Background: an optimization exercise with open tools, aiming at small area, a short achievable clock period and few clock cycles. Do not read the settings as production practice.
Function was checked by simulation only, so behaviour that the tests miss may differ from the original.

===== flow/run.sh =====
#!/bin/bash
# synth_recipe.tcl (not shown) runs the flow's synth.tcl, then flattens the netlist and writes it again
# the make line also repeats each setting of config.mk as NAME=value (left out here)
make -C /OpenROAD-flow-scripts/flow DESIGN_CONFIG=/design/flow/config.mk WORK_HOME=/design/flow/orfs CLKGATE_MAP_FILE= SYNTH_SCRIPT=/design/flow/synth_recipe.tcl finish

===== flow/config.mk =====
export PLATFORM = sky130hd
export DESIGN_NAME = ghash_unit
export DESIGN_NICKNAME = ghash_unit
export VERILOG_FILES = /design/flow/design.v
export SDC_FILE = /design/flow/constraint.sdc
export NUM_CORES = 4
export LEC_CHECK = 0
export CAP_MARGIN = 20
export CORE_MARGIN = 2
export CORE_UTILIZATION = 60
export PLACE_DENSITY = 0.72
export SLEW_MARGIN = 20

===== flow/constraint.sdc =====
create_clock -name core_clock -period 3.5 [get_ports {clk}]
set_input_delay 0.7000 -clock core_clock [delete_from_list [all_inputs] [get_ports {clk}]]
set_output_delay 0.7000 -clock core_clock [all_outputs]
set_load 0.01 [all_outputs]

===== flow/design.v =====
module ghash_unit (
    input  wire         clk,
    input  wire         rst,       
    input  wire         s_valid,
    output wire         s_ready,
    input  wire [127:0] s_data,    
    input  wire [4:0]   s_bytes,   
    input  wire         s_aad,     
    input  wire         s_last,    
    input  wire [127:0] s_h,       
    output wire         o_valid,
    output wire [127:0] o_hash
);
    function [127:0] rev128(input [127:0] v);
        integer i;
        for (i = 0; i < 128; i = i + 1)
            rev128[i] = v[127 - i];
    endfunction
    function [127:0] gf_reduce(input [254:0] p);
        reg [254:0] t;
        integer j;
        begin
            t = p;
            for (j = 254; j >= 128; j = j - 1) begin
                t[j - 128] = t[j - 128] ^ t[j];
                t[j - 127] = t[j - 127] ^ t[j];
                t[j - 126] = t[j - 126] ^ t[j];
                t[j - 121] = t[j - 121] ^ t[j];
            end
            gf_reduce = t[127:0];
        end
    endfunction
    function [127:0] gf_square(input [127:0] a);
        reg [254:0] s;
        integer i;
        begin
            s = 255'd0;
            for (i = 0; i < 128; i = i + 1)
                s[2 * i] = a[i];
            gf_square = gf_reduce(s);
        end
    endfunction
    reg [127:0] h;           
    reg [127:0] x;           
    reg [127:0] kk;          
    reg [566:0] pp;          
    reg [127:0] o;           
    reg         ov;
    reg         open;        
    reg         lpend;       
    reg         any;         
    reg         lastpar;     
    reg         ph;          
    reg         live_x;      
    reg         live_p;      
    reg         capu;        
    reg         isl_x;       
    reg         isl_p;       
    reg [15:0]  aad_len;     
    reg [15:0]  dat_len;     
    wire first   = ~open;
    wire any_eff = any & ~first;
    wire par_ok  = ~any_eff | (ph != lastpar);
    wire is_data = (s_bytes != 5'd0);
    assign s_ready = ~lpend & (par_ok | ~is_data);
    wire accept = s_valid & s_ready;
    wire take_data = accept & is_data;
    wire lstep  = lpend & (~any | (ph != lastpar));
    reg [127:0] byte_mask;
    integer k;
    always @(*) begin
        for (k = 0; k < 16; k = k + 1)
            byte_mask[127 - 8*k -: 8] = (k < s_bytes) ? 8'hff : 8'h00;
    end
    wire [127:0] blk = rev128(s_data & byte_mask);
    wire [15:0] aad_base = first ? 16'd0 : aad_len;
    wire [15:0] dat_base = first ? 16'd0 : dat_len;
    wire [15:0] aad_new  = s_aad ? aad_base + {11'd0, s_bytes} : aad_base;
    wire [15:0] dat_new  = s_aad ? dat_base : dat_base + {11'd0, s_bytes};
    wire [127:0] len_blk = rev128({42'd0, aad_len, 3'd0, 45'd0, dat_len, 3'd0});
    wire [127:0] s_hp  = rev128(s_h);
    wire [127:0] h_sq  = gf_square(first ? s_hp : h);    
    wire [63:0]  xa0 = x[63:0],  xa1 = x[127:64],  xam = x[63:0]  ^ x[127:64];
    wire [63:0]  ka0 = kk[63:0], ka1 = kk[127:64], kam = kk[63:0] ^ kk[127:64];
    wire [191:0] xa = {xam, xa1, xa0};
    wire [191:0] ka = {kam, ka1, ka0};
    wire [566:0] pa;
    genvar g;
    generate
        for (g = 0; g < 3; g = g + 1) begin : lv64
            wire [63:0] a = xa[64*g +: 64];
            wire [63:0] b = ka[64*g +: 64];
            gf_kmul #(.N(32), .BASE(16)) u_l (.a(a[31:0]),  .b(b[31:0]),  .p(pa[189*g      +: 63]));
            gf_kmul #(.N(32), .BASE(16)) u_h (.a(a[63:32]), .b(b[63:32]), .p(pa[189*g + 63 +: 63]));
            gf_kmul #(.N(32), .BASE(16)) u_m (.a(a[31:0] ^ a[63:32]), .b(b[31:0] ^ b[63:32]),
                                              .p(pa[189*g + 126 +: 63]));
        end
    endgenerate
    wire [380:0] q;          
    generate
        for (g = 0; g < 3; g = g + 1) begin : cb64
            wire [62:0] pl = pp[189*g      +: 63];
            wire [62:0] ph_ = pp[189*g + 63 +: 63];
            wire [62:0] pm = pp[189*g + 126 +: 63];
            wire [62:0] md = pm ^ pl ^ ph_;
            assign q[127*g +: 127] = {ph_, 1'b0, pl} ^ ({64'd0, md} << 32);
        end
    endgenerate
    wire [126:0] ql = q[126:0], qh = q[253:127], qm = q[380:254];
    wire [126:0] qd = qm ^ ql ^ qh;
    wire [254:0] prod = {qh, 1'b0, ql} ^ ({128'd0, qd} << 64);
    wire [127:0] r = gf_reduce(prod);
    wire keep = live_p & ~capu & ~isl_p;     
    wire [127:0] r_keep = keep ? r : 128'd0;
    localparam [127:0] ONE = 128'd1;
    always @(posedge clk) begin
        pp <= pa;
        if (take_data) begin
            x  <= r_keep ^ blk;
            kk <= h_sq;
        end else if (lstep) begin
            x  <= r_keep ^ len_blk;
            kk <= h;
        end else begin
            x  <= r_keep;
            kk <= ONE;
        end
        if (accept & first)
            h  <= s_hp;
        o <= (capu ? 128'd0 : o) ^ ((capu & ~live_p) ? 128'd0 : r);
        if (accept) begin
            aad_len <= aad_new;
            dat_len <= dat_new;
        end
        if (rst) begin
            open   <= 1'b0;
            lpend  <= 1'b0;
            any    <= 1'b0;
            ph     <= 1'b0;
            live_x <= 1'b0;
            live_p <= 1'b0;
            capu   <= 1'b0;
            isl_x  <= 1'b0;
            isl_p  <= 1'b0;
            ov     <= 1'b0;
        end else begin
            ph     <= ~ph;
            live_p <= live_x;
            live_x <= keep | take_data | lstep;
            isl_p  <= isl_x;
            isl_x  <= lstep;
            capu   <= lstep;
            ov     <= isl_p;
            if (lstep)
                lpend <= 1'b0;
            if (accept) begin
                open  <= ~s_last;
                lpend <= s_last;
                if (first)
                    any <= is_data;
                else if (is_data)
                    any <= 1'b1;
                if (is_data)
                    lastpar <= ph;
            end
        end
    end
    assign o_valid = ov;
    assign o_hash  = rev128(o);
endmodule
module gf_kmul #(parameter N = 32, parameter BASE = 16) (
    input  wire [N-1:0]   a,
    input  wire [N-1:0]   b,
    output wire [2*N-2:0] p
);
    generate
        if (N <= BASE) begin : school
            reg [2*N-2:0] s;
            integer i, m;
            always @(*) begin
                s = {(2*N-1){1'b0}};
                for (i = 0; i < N; i = i + 1)
                    for (m = 0; m < N; m = m + 1)
                        s[i + m] = s[i + m] ^ (a[i] & b[m]);
            end
            assign p = s;
        end else begin : kara
            localparam M = N / 2;
            wire [2*M-2:0] pl, ph, pm;
            gf_kmul #(.N(M), .BASE(BASE)) u_l (.a(a[M-1:0]), .b(b[M-1:0]), .p(pl));
            gf_kmul #(.N(M), .BASE(BASE)) u_h (.a(a[N-1:M]), .b(b[N-1:M]), .p(ph));
            gf_kmul #(.N(M), .BASE(BASE)) u_m (.a(a[M-1:0] ^ a[N-1:M]),
                                               .b(b[M-1:0] ^ b[N-1:M]), .p(pm));
            wire [2*M-2:0] mid = pm ^ pl ^ ph;
            assign p = {ph, 1'b0, pl} ^ ({{(2*N-1-(2*M-1)){1'b0}}, mid} << M);
        end
    endgenerate
endmodule

==> notes.md, run 1 <==
- The average cell area after synthesis is about 7.5 um2.
- The flow ran to the end, but the layout failed its checks.
- The HPWL after detailed placement is between 500,000 and 600,000 um.
- The overall routed net length is between 700,000 and 800,000 um.
- The via density per instance is 6.08.
- The clock tree skew after final layout is 0.0794 ns.
- The post-synthesis cell count is around 19,000.
- For the worst setup path, the data arrival time is around 4.4 ns.
- The routed design uses 285,000 um of met2 wire.
- The detailed router's first-iteration violation count is 26,900.
- At the pin with the least slew margin, the transition time is approximately 1.4 ns.
- The remaining global-route overflow is 0.
- 396 I/O pins were placed.
- The total nets after synthesis is between 15,000 and 20,000.
- The clock insertion delay at the later pin of the skew report is approximately 0.91 ns.
- The number of hold buffers added after CTS was 0.
- The wire length on met3 is between 100,000 and 150,000 um.
- In this run the cell area of the synthesized design comes to ~0.14 mm2.
- The first global-routing pass estimated roughly 1,000,000 um of wire.
- Counting flops with a built-in enable in the synthesized netlist gives ~160.
- The top flip-flop cell by instance count after synthesis is sky130_fd_sc_hd__dfxtp_1.
- The number of rows created at floorplan is 180.
- Port buffering added a little under 400 buffers.
- The number of clock sinks is 1,121.
- The element type at the critical path end is a register.
- The worst pin sits at a relative slew slack of 4.77%.
- The final number of hold-violating endpoints was 0.
- In the final routed layout, each cell accounts on average for about 32 um.
- The path type of the worst setup path is register to register.
- The smallest clock period supported by the final layout is computed as around 3.7 ns.
- After layout, the worst path uses 104% of the clock period.
- The flop and latch count out of synthesis is roughly 1,100.
- The horizontal die dimension is about 490 um.
- The length of the first detailed-routing pass in iterations is 10.
- The tool flagged a number of max-cap violations equal to 0.
- The run did not pass the layout checks because of setup timing.
- The cell at the root of the clock tree is sky130_fd_sc_hd__clkbuf_16.
- The total CTS buffers is between 100 and 150.
- The instance area at placement is 0.162 mm2.
- The final-report max-slew violation count is 0.
- The floorplan step defined a die boundary enclosing roughly 0.24 mm2.
- For this run, asynchronously set or reset flops after synthesis account for 0%.
- The layout net count is between 20,000 and 25,000.
- The path class of the tightest hold or removal check is input port to register.
- Routability-driven placement finished with a final weighted congestion of 1.18.
- The number of antenna violations at the first check in global routing is between 60 and 70.
- The final worst-path setup slack is -0.155 ns.
- The type of element launching the critical path is a register.
- In this run the deepest clock path goes through 3 buffers.
- The clock tree synthesis step divided the H-tree into 4 levels.
- The critical-path maximum fanout is between 100 and 150.
- The number of global-route vias before repair is roughly 130k.
- After floorplanning, the core was sized to cover ~0.24 mm2.
- Sequential cells were found to cover between 10% and 20% of the synthesized design area.
- The total global-route track usage is between 50 and 60%.
- After detailed routing, no signal wire sits above met5.
- Entering global routing, the biggest net connects roughly 130 pins.
- The final core utilization is 69.9%.
- The detailed-route via count is between 100k and 150k.
- After detailed routing, the number of remaining DRC violations is 0.
- The floorplan step set the die height to slightly below 500 um.
- In this run, distinct cell masters in the synthesized netlist total 43.
- The worst-case setup slack after placement is -0.334 ns.
- The post-route netlist has between 10% and 20% of its cells at a drive strength greater than 1.
- The CTS tree is done.
- The final-report setup violation count is 26.
- For this configuration, the core starts out at a cell density of approximately three fifths.
- The fmax is about 270 MHz.
- During synthesis, Yosys emitted a total of 2 warnings.
- Setup repair after global routing left no endpoint under its margin.
- Clock-pin slew was measured on the worst setup and hold paths at about 0.07 ns.
- STA puts the critical path data required time at 4.20 ns.
- The count of nets left with antenna violations once routing finished came out at 0.
- The post-route met1 wirelength is between 200,000 and 250,000 um.
- Summing all non-filler instances in the final layout gives an area of roughly 0.17 mm2.
- The relative area change from synthesis to final layout is 16.1%.
final timing paths:
| kind | slack, ns | cells past startpoint | endpoint | start |
|---|---|---|---|---|
| max reg2reg | -0.16 | 7 | kk[124] | open |
| max | -0.16 | 7 | kk[124] | open |
| min | 0.40 | 3 | x[41] | s_data[86] |
| min reg2reg | 0.44 | 1 | live_p | live_x |
critical path, stage by stage (launching register included):
cell and delay [ns]:
sky130_fd_sc_hd__dfxtp_4 0.45, sky130_fd_sc_hd__buf_12 0.54, sky130_fd_sc_hd__buf_4 0.43, sky130_fd_sc_hd__mux2i_1 0.47
sky130_fd_sc_hd__buf_4 0.29, sky130_fd_sc_hd__xnor2_1 0.21, sky130_fd_sc_hd__xnor2_1 0.14, sky130_fd_sc_hd__o21ai_1 0.86
area by class of cell:
class | instances | area, um2
timing repair buffer | 2221 | 18900
tap | 3185 | 3990
antenna | 40 | 100
clock buffer | 175 | 3810
clock inverter | 82 | 1180
sequential | 1121 | 24100
fill | 19100 | 72300
inverter | 10 | 37.5
multi-input combinational | 16900 | 116000
cell usage after synthesis, types with 2 or more instances:
cell                       instances  area share [%]
sky130_fd_sc_hd__edfxtp_1        161             3.3
sky130_fd_sc_hd__inv_1             9           0.023
sky130_fd_sc_hd__o22ai_1          37            0.16
sky130_fd_sc_hd__xnor2_1        6791              41
sky130_fd_sc_hd__nor2_2            4           0.017
sky130_fd_sc_hd__nor2b_1           6           0.026
sky130_fd_sc_hd__xnor2_2         148             1.7
sky130_fd_sc_hd__and3_1            6           0.026
sky130_fd_sc_hd__xnor2_4         169             3.2
sky130_fd_sc_hd__nor3_1            2          0.0069
sky130_fd_sc_hd__a22oi_1          33            0.17
sky130_fd_sc_hd__and2_1           39            0.17
sky130_fd_sc_hd__clkbuf_1        691             1.8
sky130_fd_sc_hd__nand2_1        2489             6.5
sky130_fd_sc_hd__a21oi_1          23           0.080
sky130_fd_sc_hd__nand2b_1          3           0.013
sky130_fd_sc_hd__nor2_1         4918              13
sky130_fd_sc_hd__xnor3_2           9            0.15
sky130_fd_sc_hd__fa_1              2           0.028
sky130_fd_sc_hd__o21bai_1          2           0.010
sky130_fd_sc_hd__o21ai_1          20           0.069
sky130_fd_sc_hd__ha_1             10           0.087
sky130_fd_sc_hd__buf_2           312             1.1
sky130_fd_sc_hd__nand3_1          10           0.035
sky130_fd_sc_hd__a21o_1            2           0.010
sky130_fd_sc_hd__mux2_2            5           0.039
sky130_fd_sc_hd__buf_1           114            0.30
sky130_fd_sc_hd__a31oi_1           2          0.0087
sky130_fd_sc_hd__xor2_1         1780              11
sky130_fd_sc_hd__xor3_1            9            0.15
sky130_fd_sc_hd__buf_4           103            0.54
sky130_fd_sc_hd__o21ai_0         208            0.72
sky130_fd_sc_hd__mux2i_1         127            0.88
sky130_fd_sc_hd__dfxtp_1         960              13
sky130_fd_sc_hd__xnor3_1          36            0.56
sky130_fd_sc_hd__xor2_2            5           0.056
timing repair:
item,4_1_cts,5_1_grt
setup buffers,2,1
setup endpoints to repair,3,51
cloned,0,0
gates resized for setup,2,23
pin swaps,1,3
sequential cells by signal (all words and copies together), names as in the netlist:
| register | cells |
|---|---|
| aad_len | 16 |
| any | 1 |
| dat_len | 16 |
| h | 128 |
| isl_p | 1 |
| isl_x | 1 |
| kk | 128 |
| lastpar | 1 |
| live_p | 1 |
| live_x | 1 |
| lpend | 1 |
| o | 128 |
| open | 1 |
| ov | 1 |
| ph | 1 |
| pp | 567 |
| x | 128 |
layout by cell type, fill, tap and decap left out, types with 126 or more instances in the layout:
| cell type | n |
|---|---|
| sky130_fd_sc_hd__mux2i_1 | 126 |
| sky130_fd_sc_hd__xnor2_2 | 193 |
| sky130_fd_sc_hd__o21ai_0 | 197 |
| sky130_fd_sc_hd__buf_4 | 1730 |
| sky130_fd_sc_hd__xor2_1 | 1778 |
| sky130_fd_sc_hd__dfxtp_1 | 955 |
| sky130_fd_sc_hd__edfxtp_1 | 161 |
| sky130_fd_sc_hd__clkbuf_16 | 142 |
| sky130_fd_sc_hd__xnor2_1 | 6732 |
| sky130_fd_sc_hd__nor2_1 | 4916 |
| sky130_fd_sc_hd__clkdlybuf4s50_1 | 395 |
| sky130_fd_sc_hd__xnor2_4 | 183 |
| sky130_fd_sc_hd__nand2_1 | 2484 |
stage by stage:
step / instances / hold WS (ns) / setup TNS (ns)
2_1_floorplan: 19300 / 0.414 / -49.13
3_3_place_gp: 23400 / 0.421 / -12.59
3_5_place_dp: 23400 / 0.430 / -3.64
4_1_cts: 23700 / 0.388 / 0
5_1_grt: 23700 / 0.412 / 0
6_report: 23700 / 0.401 / -1.12
routing by layer:
metal / track usage, % / vias to the layer above
met4: 53.8 / 54
li1: - / 59900
met3: 28.9 / 4251
met5: 1.45 / -
met1: 66.8 / 66700
met2: 80.8 / 13400
cell families after synthesis:
logic type / after synthesis / synth area share, %
AO/OA/AOI/OAI: 329 / 1.24
flip-flops: 1121 / 16.7
adder cells (fa/ha/maj): 12 / 0.114
XOR/XNOR: 8948 / 57.8
multiplexers: 132 / 0.919
AND/OR/NAND/NOR: 7479 / 19.5
buffers and inverters: 1231 / 3.74
Testbench counts, summed over its fixed seeds: cycles 4,846.
==> run 2, diff against run 1 <==
--- a/flow/config.mk
+++ b/flow/config.mk
@@ -11,2 +11,3 @@
 export PLACE_DENSITY = 0.72
+export SETUP_SLACK_MARGIN = 0.4
 export SLEW_MARGIN = 20
==> notes.md, run 2 <==
- The worst-case headroom to the max-slew limit was 9.53% (+4.8 points).
- The synthesized area was 0.144 mm2 (unchanged).
- Counting instances in the post-synthesis netlist gives the leading cell types as sky130_fd_sc_hd__xnor2_1, sky130_fd_sc_hd__nor2_1, sky130_fd_sc_hd__nand2_1.
- Ranked by total cell area, the synthesized netlist is headed by sky130_fd_sc_hd__xnor2_1, sky130_fd_sc_hd__dfxtp_1, sky130_fd_sc_hd__nor2_1.
- The worst hold path class is input port to register.
- The arrival time reported for the critical path endpoint is 3.99 ns (-0.37 ns).
- The shortest period the worst path allows was 3.30 ns (-0.359 ns).
- The reg-to-reg startpoint is pp[83].
- Leaving out fill and tap cells, the most frequent cells in the layout are sky130_fd_sc_hd__xnor2_1, sky130_fd_sc_hd__nor2_1, sky130_fd_sc_hd__nand2_1, sky130_fd_sc_hd__xor2_1, sky130_fd_sc_hd__buf_4.
- The share of the synthesized area in compound gates (AO/OA/AOI/OAI) was 1.24% (unchanged).
- The total of fill cells in the finished design is 18,100 (-5.5%).
- The length of the first detailed-routing pass in iterations is 14 (+4).
- The post-synthesis cell count came to 19,300 (unchanged).
- The H-tree depth is 4 (unchanged).
- The share of flip-flops with an asynchronous set or reset was 0% (unchanged).
- The starting density of the core is 60.2% (unchanged).
- The number of max-cap violations was 0 (unchanged).
- The CTS tree is done.
- The flip-flop count of the largest register, all copies and words added is 567 (unchanged).
- The clock tree skew after final layout is 0.0819 ns (+0.00250 ns).
- The element type at the critical path end is a register.
- The type of element launching the critical path is a register.
- The number of antenna violations at the first check in global routing is 78 (+18%).
- The area enclosed by the die boundary is 0.245 mm2 (unchanged).
- The maximum number of pins on one net before global-route repair is 131 (+2.3%).
- The largest area contributor in the netlist is sky130_fd_sc_hd__xnor2_1.
- The register clock-pin slew on the reported worst setup and hold paths is 0.06 ns (about the same).
- The most common cell after layout, fill and taps aside is sky130_fd_sc_hd__xnor2_1.
- The reg2reg setup slack is 0.20 ns (+0.36 ns).
- The number of rows created at floorplan was 180 (unchanged).
- The total CTS buffers was 138 (-1.4%).
- The relative area change from synthesis to final layout is 19.8%.
- The count of input and output buffers is 395 (unchanged).
- The total of warnings raised by yosys is 2 (unchanged).
- Yosys instantiated no cell more often than sky130_fd_sc_hd__xnor2_1.
- The total half-perimeter wirelength after legalization and detailed placement came to 588,000 um (+1.8%).
- The detailed-route wire length per cell is 32.5 um (+2.9%).
- The clock insertion delay at the later pin of the skew report is 0.91 ns (about the same).
- The overall routed net length is 779,000 um (+3.8%).
- The area fraction in and, or, nand and nor cells after synthesis is 19.5% (unchanged).
- The via density per instance is 6.20 (+2.0%).
- The average cell area after synthesis was 7.50 um2 (unchanged).
- The share of post-route cells with drive strength above 1 came to 14.1% (+2.0 points).
- The cell at the root of the clock tree is sky130_fd_sc_hd__clkbuf_16.
- The top flip-flop cell by instance count after synthesis is sky130_fd_sc_hd__dfxtp_1.
- The vertical extent of the die is 495 um (unchanged).
- The sequential cell area fraction in the yosys report is 16.7% (unchanged).
- The share of synthesized area spent on multiplexers is 0.919% (unchanged).
- The detailed-route via count is 148,000 (+2.9%).
- The buffer levels on the longest clock path came to 3 (unchanged).
- The flow ran to the end and the layout has no timing, DRC or antenna violations.
- The area of the placeable core is 0.240 mm2 (unchanged).
- The total nets after synthesis is 19,500 (unchanged).
- The count of pins on the block boundary is 396 (unchanged).
- The final-report setup violation count is 0 (-100%).
- The detailed router's first-iteration violation count is 28,500 (+6.3%).
- The global-route wire length before repair was 1,060,000 um (+2.7%).
- The remaining global-route overflow came to 0 (unchanged).
- The layout net count was 20,900 (+0.89%).
- The critical-path maximum fanout was 3 (-97%).
- The total global-route track usage is 60.9% (+1.8 points).
- The register with the most flip-flops is pp.
- The placed instance count was 23,500 (+0.15%).
- The combinational family with the most area after synthesis is XOR/XNOR gates.
- In this run the worst setup path begins at pp[83].
- The top-area cell type share of the netlist area is 41.2% (unchanged).
- The final number of hold-violating endpoints came to 0 (unchanged).
- The number of non-filler instances in the completed layout is 23,900 (+0.86%).
- The number of enable-type register cells in the synthesized netlist is 161 (unchanged).
- The fmax came to 303 MHz (+11%).
- The final-report max-slew violation count is 0 (unchanged).
- The data required time at the worst endpoint came to 4.19 ns (about the same).
- The unique cell type count in the Yosys netlist is 43 (unchanged).
- The fraction of the mapped netlist area in adder cells was 0.114% (unchanged).
- The worst setup path is of the register to register kind.
- The source of the worst hold timing path is s_data[84].
- The final period utilization is 94.2% (-10 points).
- The transition time at the pin with the least slew margin is 1.36 ns (-0.0564 ns).
- The flop and latch count out of synthesis came to 1,121 (unchanged).
- The post-detailed-route count of antenna-violating nets is 0 (unchanged).
- The detailed-route DRC error count is 0 (unchanged).
- The number of global-route vias before repair was 134,000 (+2.1%).
- The final worst hold slack was 0.386 ns (-0.0154 ns).
- The xor-xnor portion of the synthesized cell area is 57.8% (unchanged).
- Setup repair after global routing could not meet its margin everywhere.
- The routability congestion estimate is 1.21 (+2.4%).
- The horizontal die dimension is 495 um (unchanged).
- The number of clock sinks is 1,121 (unchanged).
## run 2: cell counts after synthesis
Identical to the previous run, type by type.
## run 2: metrics by stage
| step | area, um2 | setup slack, ns | TNS (ns) | utilization (%) |
|---|---|---|---|---|
| floorplan | 145000 | -0.384 | -49.13 | - |
| global placement | 163000 | -0.701 | -14.06 | 67.7 |
| detailed placement | 163000 | -0.593 | -7.40 | 67.8 |
| CTS | 170000 | 0.383 | 0 | 70.8 |
| global route | 173000 | 0.302 | 0 | 72.1 |
| finish | 173000 | 0.204 | 0 | 72.1 |
## run 2: routing by layer
metal  vias to the layer above  share of wire (%)  track usage, %
li1                      60300                  -               -
met1                     68400                 32            68.9
met2                     14800                 38            83.0
met3                      4859                 17            30.0
met4                        58                 13            55.1
met5                         -               0.20            3.25
## run 2: cell type report
| class | count | area, um2 | area share [%] |
|---|---|---|---|
| Antenna cell | 58 | 145 | 0.0838 |
| Clock buffer | 167 | 3670 | 2.12 |
| Clock inverter | 88 | 1380 | 0.794 |
| Inverter | 10 | 37.5 | 0.0217 |
| Multi-Input combinational cell | 16900 | 118000 | 68.1 |
| Sequential cell | 1121 | 24100 | 13.9 |
| Tap cell | 3185 | 3990 | 2.30 |
| Timing Repair Buffer | 2408 | 21900 | 12.7 |
## run 2: worst paths after layout
| path | endpoint | depth (start not counted) |
|---|---|---|
| worst min register to register | live_p | 1 |
| worst min-delay path | x[43] | 3 |
| worst max-delay path | o[84] | 8 |
| worst max register to register | o[84] | 8 |
## run 2: repair_timing
item,CTS,global route
setup endpoints to repair,208,242
hold buffers,0,0
gates cloned,0,0
pin swaps,36,79
buffers inserted,64,89
resized for setup,202,298
## run 2: kinds of logic after synthesis
logic type / count (synthesis)
AO/OA/AOI/OAI: 329
XOR/XNOR: 8948
adder cells (fa/ha/maj): 12
buffers and inverters: 1231
flip-flops: 1121
multiplexers: 132
AND/OR/NAND/NOR: 7479
## run 2: critical path: stages (launching register included)
cell and delay [ns]:
sky130_fd_sc_hd__dfxtp_1 0.31, sky130_fd_sc_hd__xnor2_1 0.63, sky130_fd_sc_hd__xor3_1 0.51, sky130_fd_sc_hd__xnor2_1 0.53
sky130_fd_sc_hd__xnor2_1 0.28, sky130_fd_sc_hd__xnor2_1 0.32, sky130_fd_sc_hd__buf_4 0.23, sky130_fd_sc_hd__xor2_1 0.18
sky130_fd_sc_hd__o22ai_1 0.11

[port drivers added, routing unchanged]
Ports are ideal in the flow. The routed layouts listed here were re-timed in OpenROAD.
Step 1 assumes that a clkbuf_16 drives the clock port and a buf_2 every other input.
Step 2 times the ports against the registers' clock, not the clock port: input delays grow and output delays shrink by t, the midpoint of the rising clock arrivals with the driver on.
a / b / c = ideal / step 1 / step 2; a / b = the first two.
| run | shift t [ns] | setup slack, ns | clock arrival spread, ns | worst register clock-pin slew, ns |
|---|---|---|---|---|
| run 1 | 0.974 | -0.155 / -0.155 / -0.586 | 0.082 / 0.083 | 0.07 / 0.07 |
| run 2 | 0.983 | 0.204 / 0.204 / -0.561 | 0.083 / 0.083 | 0.08 / 0.08 |
Met with ideal ports but missed after step 2: setup timing in run 2. For run 2, which loses most, drivers alone change the setup slack by 0.000 ns; drivers and shift together by -0.765 ns.
